This design comes from an exercise in tuning for small area and a short achievable clock period on the open sky130 flow, not from production work. In this exercise RTL edits were held to simulation tests only and were not proved equivalent to the original. No activity file was given, so power comes from the tool's default toggle rates.

Setup of build 66:
==> flow/design.v (excerpt) <==
module xbee_rx (
    input  wire       clk,
    input  wire       rst,         
    input  wire       wr_valid,
    input  wire [7:0] wr_data,
    input  wire       run,
    input  wire [1:0] mode,        
    input  wire       flush,
    output reg  [5:0] avail,
    output reg        out_valid,
    output reg  [1:0] out_kind,
    output reg  [7:0] out_data
);
    localparam CAP = 32;
    localparam ST_HUNT   = 3'd0;
    localparam ST_LEN_HI = 3'd1;
    localparam ST_LEN_LO = 3'd2;
    localparam ST_PAY    = 3'd3;
    localparam ST_CKS    = 3'd4;
    localparam K_PAYLOAD = 2'd0;
    localparam K_FRAME   = 2'd1;
    localparam K_BADCKS  = 2'd2;
    localparam K_SPECIAL = 2'd3;
    localparam [7:0] DELIM = 8'h7E;
    localparam [7:0] ESC   = 8'h7D;
    localparam [7:0] XON   = 8'h11;
    localparam [7:0] XOFF  = 8'h13;
    reg [7:0] sr [0:CAP-1];    
    reg [1:0] ctl_mode;
    reg [5:0] nav;          
    reg       nz;           
    reg       m_api;        
    reg       m_esc;        
    wire [5:0] cnt = ~nav;
    wire mode_change = (mode != ctl_mode);
    wire mode_ok     = (m_api && !mode[1] && mode[0]) || (m_esc && mode[1] && !mode[0]);
    wire go          = run && !flush && nz;    
    wire step        = go && mode_ok;
    wire full        = cnt[5];
    integer i;
    always @(posedge clk) begin
        if (wr_valid) begin
  ...
Size in the first run: ~690 cells after synthesis, ~320 flip-flops, ~32 I/O pins, roughly 0.013 mm2 of cells after synthesis.
==> flow/config.mk <==
export PLATFORM = sky130hd
export DESIGN_NAME = xbee_rx
export DESIGN_NICKNAME = xbee_rx
export VERILOG_FILES = /design/flow/design.v
export SDC_FILE = /design/flow/constraint.sdc
export NUM_CORES = 4
export LEC_CHECK = 0
export CAP_MARGIN = 20
export CORE_MARGIN = 2
export CORE_UTILIZATION = 55
export CTS_BUF_LIST = sky130_fd_sc_hd__clkbuf_16
export CTS_CLUSTER_DIAMETER = 90
export CTS_CLUSTER_SIZE = 30
export GPL_TIMING_DRIVEN = 0
export SETUP_SLACK_MARGIN = 3.8
export SLEW_MARGIN = 20
==> flow/constraint.sdc <==
create_clock -name core_clock -period 6.0 [get_ports {clk}]
set_input_delay 1.2000 -clock core_clock [delete_from_list [all_inputs] [get_ports {clk}]]
set_output_delay 1.2000 -clock core_clock [all_outputs]
set_load 0.01 [all_outputs]
standard.sh (not shown) runs the stock make flow with config.mk's settings and CLKGATE_MAP_FILE= SYNTH_SCRIPT=/design/flow/synth_recipe.tcl, a recipe that flattens the netlist after the stock synthesis.
==> flow/flow/run.sh <==
#!/bin/bash
# Own layout flow: the standard ORFS flow (standard.sh) with one change:
# clock tree synthesis inserts no dummy load cells (the same CTS options as
# the standard flow otherwise, from config.mk). Each tool's output goes to
# ORFS's logs under orfs/logs; standard.sh's own output to standard.log here.
set -euo pipefail
W=$(pwd)
export CTS_ARGS="-sink_clustering_enable -repair_clock_nets -dont_use_dummy_load -buf_list sky130_fd_sc_hd__clkbuf_16 -sink_clustering_size 30 -sink_clustering_max_diameter 90"
bash standard.sh > "$W/standard.log" 2>&1
Input-level comparison between build 36 and build 66:
# build 66
export LEC_CHECK = 0
export CAP_MARGIN = 20
export CORE_MARGIN = 2
export CORE_UTILIZATION = 55
export CTS_BUF_LIST = sky130_fd_sc_hd__clkbuf_16
export CTS_CLUSTER_DIAMETER = 90
export CTS_CLUSTER_SIZE = 30
export GPL_TIMING_DRIVEN = 0
export SETUP_SLACK_MARGIN = 3.8
export SLEW_MARGIN = 20
create_clock -name core_clock -period 6.0 [get_ports {clk}]
# build 36
export LEC_CHECK = 0
export CAP_MARGIN = 20
export CORE_MARGIN = 2
export CORE_UTILIZATION = 55
export CTS_BUF_LIST = sky130_fd_sc_hd__clkbuf_16
export CTS_CLUSTER_DIAMETER = 90
export CTS_CLUSTER_SIZE = 30
export SETUP_SLACK_MARGIN = 3.8
export SLEW_MARGIN = 20
create_clock -name core_clock -period 6.0 [get_ports {clk}]
Results
- Build 36 has more setup slack than build 66.
- Average vias per placed instance delta for build 36 relative to build 66: 2.4% lower
- Compared build 66 against build 36; proportion of register bits with asynchronous set or reset after synthesis within noise.
- The instance count after placement with tap cells included in build 36 sits 2.8% below the value recorded for build 66.
- The final hold slack number comes out lower for build 66 vs build 36.
- The highest-delay cell along the critical path comes out mux4_2 in one run and dfxtp_2 in the other, namely in build 66 and build 36 respectively.
- Summary — post-route minimum period, build 36 relative to build 66: lower, by 0.093 ns.
- For synthesized area, build 66 and build 36 come out practically identical.
- Class of the most critical setup path = reg -> out: build 36; class of the most critical setup path = reg -> reg: build 66
- Relative to build 66, the register-to-register slack of build 36 is higher by 0.11 ns.
- [compare] base=build 66 new=build 36: part of the power in combinational logic moved down, total via count in the routed design dropped 6.0%.
Setup changes, build 36 to build 16
# build 36
export LEC_CHECK = 0
export CAP_MARGIN = 20
export CORE_MARGIN = 2
export CORE_UTILIZATION = 55
export CTS_BUF_LIST = sky130_fd_sc_hd__clkbuf_16
export CTS_CLUSTER_DIAMETER = 90
export CTS_CLUSTER_SIZE = 30
export SETUP_SLACK_MARGIN = 3.8
export SLEW_MARGIN = 20
create_clock -name core_clock -period 6.0 [get_ports {clk}]
# build 16
export LEC_CHECK = 0
export CAP_MARGIN = 20
export CORE_MARGIN = 2
export CORE_UTILIZATION = 50
export CTS_BUF_LIST = sky130_fd_sc_hd__clkbuf_16
export CTS_CLUSTER_DIAMETER = 100
export CTS_CLUSTER_SIZE = 30
export SETUP_SLACK_MARGIN = 3.8
export SLEW_MARGIN = 20
create_clock -name core_clock -period 6.0 [get_ports {clk}]
diff --git a/flow/flow/run.sh b/flow/flow/run.sh
--- a/flow/flow/run.sh
+++ b/flow/flow/run.sh
@@ -6,4 +6,4 @@
 set -euo pipefail
 W=$(pwd)
-export CTS_ARGS="-sink_clustering_enable -repair_clock_nets -dont_use_dummy_load -buf_list sky130_fd_sc_hd__clkbuf_16 -sink_clustering_size 30 -sink_clustering_max_diameter 90"
+export CTS_ARGS="-sink_clustering_enable -repair_clock_nets -dont_use_dummy_load -buf_list sky130_fd_sc_hd__clkbuf_16 -sink_clustering_size 30 -sink_clustering_max_diameter 100"
 bash standard.sh > "$W/standard.log" 2>&1
Results
The detailed-routing wirelength on met1 in build 16 sits about 2.6% above the value recorded for build 36. Per the comparison of build 16 with build 36, number of clock-tree buffers in the layout held, worst endpoint required time went up 1.54 ns, post-route core utilization went down 5.5 points, fmax went down 2.5%.
> inputs changed (build 16 -> build 7)
# build 16
export LEC_CHECK = 0
export CAP_MARGIN = 20
export CORE_MARGIN = 2
export CORE_UTILIZATION = 50
export CTS_BUF_LIST = sky130_fd_sc_hd__clkbuf_16
export CTS_CLUSTER_DIAMETER = 100
export CTS_CLUSTER_SIZE = 30
export SETUP_SLACK_MARGIN = 3.8
export SLEW_MARGIN = 20
create_clock -name core_clock -period 6.0 [get_ports {clk}]
# build 7
export LEC_CHECK = 0
export CAP_MARGIN = 20
export CORE_MARGIN = 2
export CORE_UTILIZATION = 58
export CTS_BUF_LIST = sky130_fd_sc_hd__clkbuf_16
export CTS_CLUSTER_DIAMETER = 90
export CTS_CLUSTER_SIZE = 30
export SETUP_SLACK_MARGIN = 3.8
export SLEW_MARGIN = 20
create_clock -name core_clock -period 6.0 [get_ports {clk}]
diff --git a/flow/flow/run.sh b/flow/flow/run.sh
--- a/flow/flow/run.sh
+++ b/flow/flow/run.sh
@@ -6,4 +6,4 @@
 set -euo pipefail
 W=$(pwd)
-export CTS_ARGS="-sink_clustering_enable -repair_clock_nets -dont_use_dummy_load -buf_list sky130_fd_sc_hd__clkbuf_16 -sink_clustering_size 30 -sink_clustering_max_diameter 100"
+export CTS_ARGS="-sink_clustering_enable -repair_clock_nets -dont_use_dummy_load -buf_list sky130_fd_sc_hd__clkbuf_16 -sink_clustering_size 30 -sink_clustering_max_diameter 90"
 bash standard.sh > "$W/standard.log" 2>&1
--- outcome ---
- Build 7 vs. build 16: global-route track usage on met1 went up by 3.7 points.
- Summary of build 7 over build 16: final count of hold timing violations about even, width of the chip has decreased.

## re-timing with driven ports
The flow's constraints put no driver on any port. The routed layouts listed below were extracted and timed again, unchanged, in two steps. Step 1, drivers: a clkbuf_16 drives clk and a buf_2 each remaining input, both assumed. Step 2, shift: input delay + t, output delay - t, t = (earliest + latest rising clock arrival at the registers) / 2. This alone moves slack from input paths to output paths. a / b / c = ideal / step 1 / step 2; a / b = the first two.
run | t (ns) | slack for setup (ns) | worst hold slack (ns) | worst slew at a driven data input, ns
build 66 | 0.536 | 3.752 / 3.752 / 3.299 | 0.436 / 0.436 / 0.436 | 0.06
build 36 | 0.533 | 3.846 / 3.799 / 3.300 | 0.442 / 0.442 / 0.442 | 0.20
build 16 | 0.526 | 3.790 / 3.657 / 3.131 | 0.423 / 0.423 / 0.423 | 0.18
build 7 | 0.528 | 3.816 / 3.815 / 3.322 | 0.445 / 0.445 / 0.445 | 0.14
After both steps every run listed still meets setup and hold. For build 16, which loses most, drivers alone change the setup slack by -0.133 ns; drivers and shift together by -0.659 ns.
